This is an optimization exercise on Yosys and OpenROAD, whose aim is small area, not a production implementation. Where RTL was checked, it was by simulation tests only, not by an equivalence proof against the original. Power and IR drop assume default switching activity.

==> inputs of run K <==
// rgb2aled_core
module rgb2aled_core (
    input  wire       clk,
    input  wire       rst,
    input  wire       din,
    output reg        dout,
    output wire [7:0] pwm0,
    output wire [7:0] pwm1,
    output wire [7:0] pwm2,
    output wire [7:0] pwm3,
    output wire [7:0] pwm4,
    output wire [7:0] pwm5
);
    reg         in_cap, in_rel, cm, ncm;
    reg  [3:0]  t;
    localparam [3:0] T_S8  = 4'b0100;
    localparam [3:0] T_S11 = 4'b1010;
    localparam [3:0] T_S12 = 4'b1011;
    localparam [3:0] T_S13 = 4'b1000;
    reg  [9:0]  idle;
    localparam [9:0] IDLE_S999 = 10'b0001111111;
    reg  [12:0] bcnt;
    reg  [47:0] cap;    
    reg  [47:0] pwm;
    assign pwm0 = pwm[47:40];
    assign pwm1 = pwm[39:32];
    assign pwm2 = pwm[31:24];
    assign pwm3 = pwm[23:16];
    assign pwm4 = pwm[15:8];
    assign pwm5 = pwm[7:0];
    wire [9:0]  idle_step = {~idle[8:0], idle[2] ^ idle[9]};
    wire [12:0] bcnt_step = {~bcnt[11:0], bcnt[8] ^ bcnt[12]};
    wire [3:0]  t_step    = {~t[2:0], t[0] ^ t[3]};
    wire idle_sat   = (idle == IDLE_S999);
    wire reset_seen = !din && idle_sat;
    wire in_wr    = !in_cap && !in_rel && !cm;
    wire t_idle   = (t == 4'd0);
    wire sample   = smp;
    wire wait_low = in_cap ? (t == T_S13) : (t == T_S8);
    wire cap_done = bcnt[12] && !bcnt[11];
    wire rel_last = ({bcnt[11:9], bcnt[7:0]} == 11'b010_11010100);
    wire bit_end  = wait_low && !din;             
    wire end_bit  = in_rel && bit_end;            
    wire cap_clr  = reset_seen && (in_wr || (in_cap && t_idle));
    wire to_rel   = in_cap && bit_end && cap_done;
    wire to_cm    = in_rel && (t_idle ? reset_seen : (bit_end && rel_last));
    always @(posedge clk)
        if (rst || din)
            idle <= 10'd0;
        else if (!idle_sat)
  ...
==> module rgb2aled_core, before the edit <==
module rgb2aled_core (
    input  wire       clk,
    input  wire       rst,
    input  wire       din,
    output reg        dout,
    output wire [7:0] pwm0,
    output wire [7:0] pwm1,
    output wire [7:0] pwm2,
    output wire [7:0] pwm3,
    output wire [7:0] pwm4,
    output wire [7:0] pwm5
);
    reg         in_cap, in_rel, cm, ncm;
    reg  [3:0]  t;
    localparam [3:0] T_S8  = 4'b0100;
    localparam [3:0] T_S11 = 4'b1010;
    localparam [3:0] T_S12 = 4'b1011;
    localparam [3:0] T_S13 = 4'b1000;
    reg  [9:0]  idle;
    localparam [9:0] IDLE_S999 = 10'b0001111111;
    reg  [12:0] bcnt;
    reg  [47:0] cap;    
    reg  [47:0] pwm;
    assign pwm0 = pwm[47:40];
    assign pwm1 = pwm[39:32];
    assign pwm2 = pwm[31:24];
    assign pwm3 = pwm[23:16];
    assign pwm4 = pwm[15:8];
    assign pwm5 = pwm[7:0];
    wire [9:0]  idle_step = {~idle[8:0], idle[2] ^ idle[9]};
    wire [12:0] bcnt_step = {~bcnt[11:0], bcnt[8] ^ bcnt[12]};
    wire [3:0]  t_step    = {~t[2:0], t[0] ^ t[3]};
    wire idle_sat   = (idle == IDLE_S999);
    wire reset_seen = !din && idle_sat;
    wire in_wr    = !in_cap && !in_rel && !cm;
    wire t_idle   = (t == 4'd0);
    wire sample   = smp;
    wire wait_low = in_cap ? (t == T_S13) : (t == T_S8);
    wire cap_done = bcnt[12] && !bcnt[11];
    wire rel_last = ({bcnt[11:9], bcnt[7:0]} == 11'b010_11010100);
    wire bit_end  = wait_low && !din;             
    wire end_bit  = in_rel && bit_end;            
    wire cap_clr  = reset_seen && (in_wr || (in_cap && t_idle));
    wire to_rel   = in_cap && bit_end && cap_done;
    wire to_cm    = in_rel && (t_idle ? reset_seen : (bit_end && rel_last));
    always @(posedge clk)
        if (rst || din)
            idle <= 10'd0;
        else if (!idle_sat)
            idle <= idle_step;
    reg smp, nsmp;
    wire smp_next = !rst && in_cap && (t == T_S11);
    always @(posedge clk) begin
        smp  <= smp_next;
        nsmp <= !smp_next;
    end
    always @(posedge clk)
        cap <= ({cap[46:0], ~din} & {48{smp}}) | (cap & {48{nsmp}});
    always @(posedge clk)
        if (cap_clr)
            bcnt <= 13'd0;
        else if (sample || end_bit)
            bcnt <= bcnt_step;
    always @(posedge clk)
        pwm <= (cap & {48{cm}}) | (pwm & {48{ncm}}) | {48{rst}};
    always @(posedge clk) begin
        in_cap <= !rst && ((in_wr && reset_seen) || (in_cap && !to_rel));
        in_rel <= !rst && (to_rel || (in_rel && !to_cm));
        cm     <= !rst && to_cm;
        ncm    <= rst || !to_cm;
    end
    always @(posedge clk) begin
        if (rst)
            dout <= 1'b0;
        else if (in_rel && t_idle && din)
            dout <= 1'b1;
        else if (end_bit)
            dout <= 1'b0;
    end
    always @(posedge clk) begin
        if (!(in_cap || in_rel))
            t <= 4'd0;
        else if (t_idle) begin
            if (din) t <= t_step;
        end else if (wait_low) begin
            if (!din) t <= 4'd0;
        end else
            t <= t_step;
    end
endmodule
clock: 10.0 ns
lec_check: 0
cap_margin: 20
core_margin: 2
core_utilization: 80
slew_margin: 20
standard.sh (not shown) runs the stock make flow with config.mk's settings and CLKGATE_MAP_FILE= SYNTH_SCRIPT=/design/flow/synth_recipe.tcl, a recipe that flattens the netlist after the stock synthesis.
==> flow/flow/run.sh <==
#!/bin/bash
# Own layout flow: the standard flow (standard.sh) with three changes:
#  - synthesis maps the logic with an area-oriented ABC script (area.abc);
#    everything else in synthesis is the standard flow's own script (synth_recipe.tcl),
#    so the registers are the standard synthesis's;
#  - the ports are buffered with sky130_fd_sc_hd__buf_1;
#  - clock tree: clkbuf_2 root, clkbuf_4 leaves, no dummy loads.
# Each tool's output goes to a log file in this folder.
set -euo pipefail
HERE=$(pwd)
FLOWDIR=$HERE/flow
export MY_ABC_SCRIPT=$FLOWDIR/area.abc
export BUFFER_PORTS_ARGS="-buffer_cell sky130_fd_sc_hd__buf_1"
export CTS_ARGS="-sink_clustering_enable -repair_clock_nets -dont_use_dummy_load -root_buf sky130_fd_sc_hd__clkbuf_2 -buf_list sky130_fd_sc_hd__clkbuf_4"
sed "s#SYNTH_SCRIPT=[^ ]*#SYNTH_SCRIPT=$FLOWDIR/area_synth.tcl#" standard.sh > my_standard.sh
bash my_standard.sh > flow_make.log 2>&1
==> flow/flow/area.abc <==
strash
&get -n
&deepsyn -T 20
&put
&get -n
&dch -f
&nf -R 1000
&put
==> flow/flow/area_synth.tcl <==
# synth_recipe.tcl with one change: Yosys's abc pass uses the ABC script named
# by MY_ABC_SCRIPT instead of ORFS's speed script.
proc synth {args} { yosys synth -nofsm -noshare {*}$args }
proc abc {args} {
  set i [lsearch $args -script]
  if {$i >= 0} { lset args [expr {$i+1}] $::env(MY_ABC_SCRIPT) }
  yosys abc {*}$args
}
source $::env(SCRIPTS_DIR)/synth.tcl
# left out here: clear keep_hierarchy, flatten, clean up, hide names made inside functions, write 1_2_yosys.v
==> inputs of run F, as changes to run K <==
--- a/flow/design.v
+++ b/flow/design.v
@@ -14,5 +14,4 @@
     reg  [3:0]  t;
     localparam [3:0] T_S8  = 4'b0100;
-    localparam [3:0] T_S11 = 4'b1010;
     localparam [3:0] T_S12 = 4'b1011;
     localparam [3:0] T_S13 = 4'b1000;
@@ -35,5 +34,5 @@
     wire in_wr    = !in_cap && !in_rel && !cm;
     wire t_idle   = (t == 4'd0);
-    wire sample   = smp;
+    wire sample   = in_cap && (t == T_S12);
     wire wait_low = in_cap ? (t == T_S13) : (t == T_S8);
     wire cap_done = bcnt[12] && !bcnt[11];
@@ -49,12 +48,7 @@
         else if (!idle_sat)
             idle <= idle_step;
-    reg smp, nsmp;
-    wire smp_next = !rst && in_cap && (t == T_S11);
-    always @(posedge clk) begin
-        smp  <= smp_next;
-        nsmp <= !smp_next;
-    end
     always @(posedge clk)
-        cap <= ({cap[46:0], ~din} & {48{smp}}) | (cap & {48{nsmp}});
+        if (sample)
+            cap <= {cap[46:0], ~din};
     always @(posedge clk)
         if (cap_clr)
==> notes.md <==
Between run K and run F, the lower clock skew is in run F (gap 0.016 ns). Against run F, the cell count of run K is larger by 14%. In run F the non-clock buffer count is lower than in run K, by 2. Of run K and run F, run K has the higher clock power (gap about 3%, measured against run F). Between run F and run K, the lower worst hold slack is in run F (gap 0.023 ns). Maximum frequency: run K is larger than run F (about 8%). Between run F and run K, the lower sequential cell count is in run F (gap 2). Against run F, the routed wire length of run K is higher by about 14%. In run F the die area is higher than in run K, by 0.27%. Count of clock-buffer cells in the layout is the same in run K and run F. In run F the total power is lower than in run K, by about 0.24%.
The RTL of run K was laid out without a check of its function.

## re-timing with driven ports
Ports are ideal in the flow. The routed layouts listed here were re-timed in OpenROAD. Step 1: set_driving_cell puts a clkbuf_16 on clk and a buf_2 on each other input, an assumption about the parent block. Step 2 adds t to the input delays and takes it off the output delays; t is the mean of the earliest and latest rising clock arrival at the registers after step 1. Input paths then give back, and output paths get back, about the clock's delay inside the block. Three values: no drivers, after step 1, after step 2; two values: the first two.
run	t (ns)	setup slack, ns	latest minus earliest clock arrival (ns)	worst data-port slew with drivers (ns)
run K	0.651	6.798 / 6.770 / 6.353	0.042 / 0.041	0.03
run F	0.637	6.549 / 6.554 / 5.917	0.021 / 0.021	0.03
After both steps every run listed still meets setup and hold. For run F, which loses most, drivers alone change the setup slack by +0.005 ns; drivers and shift together by -0.632 ns.
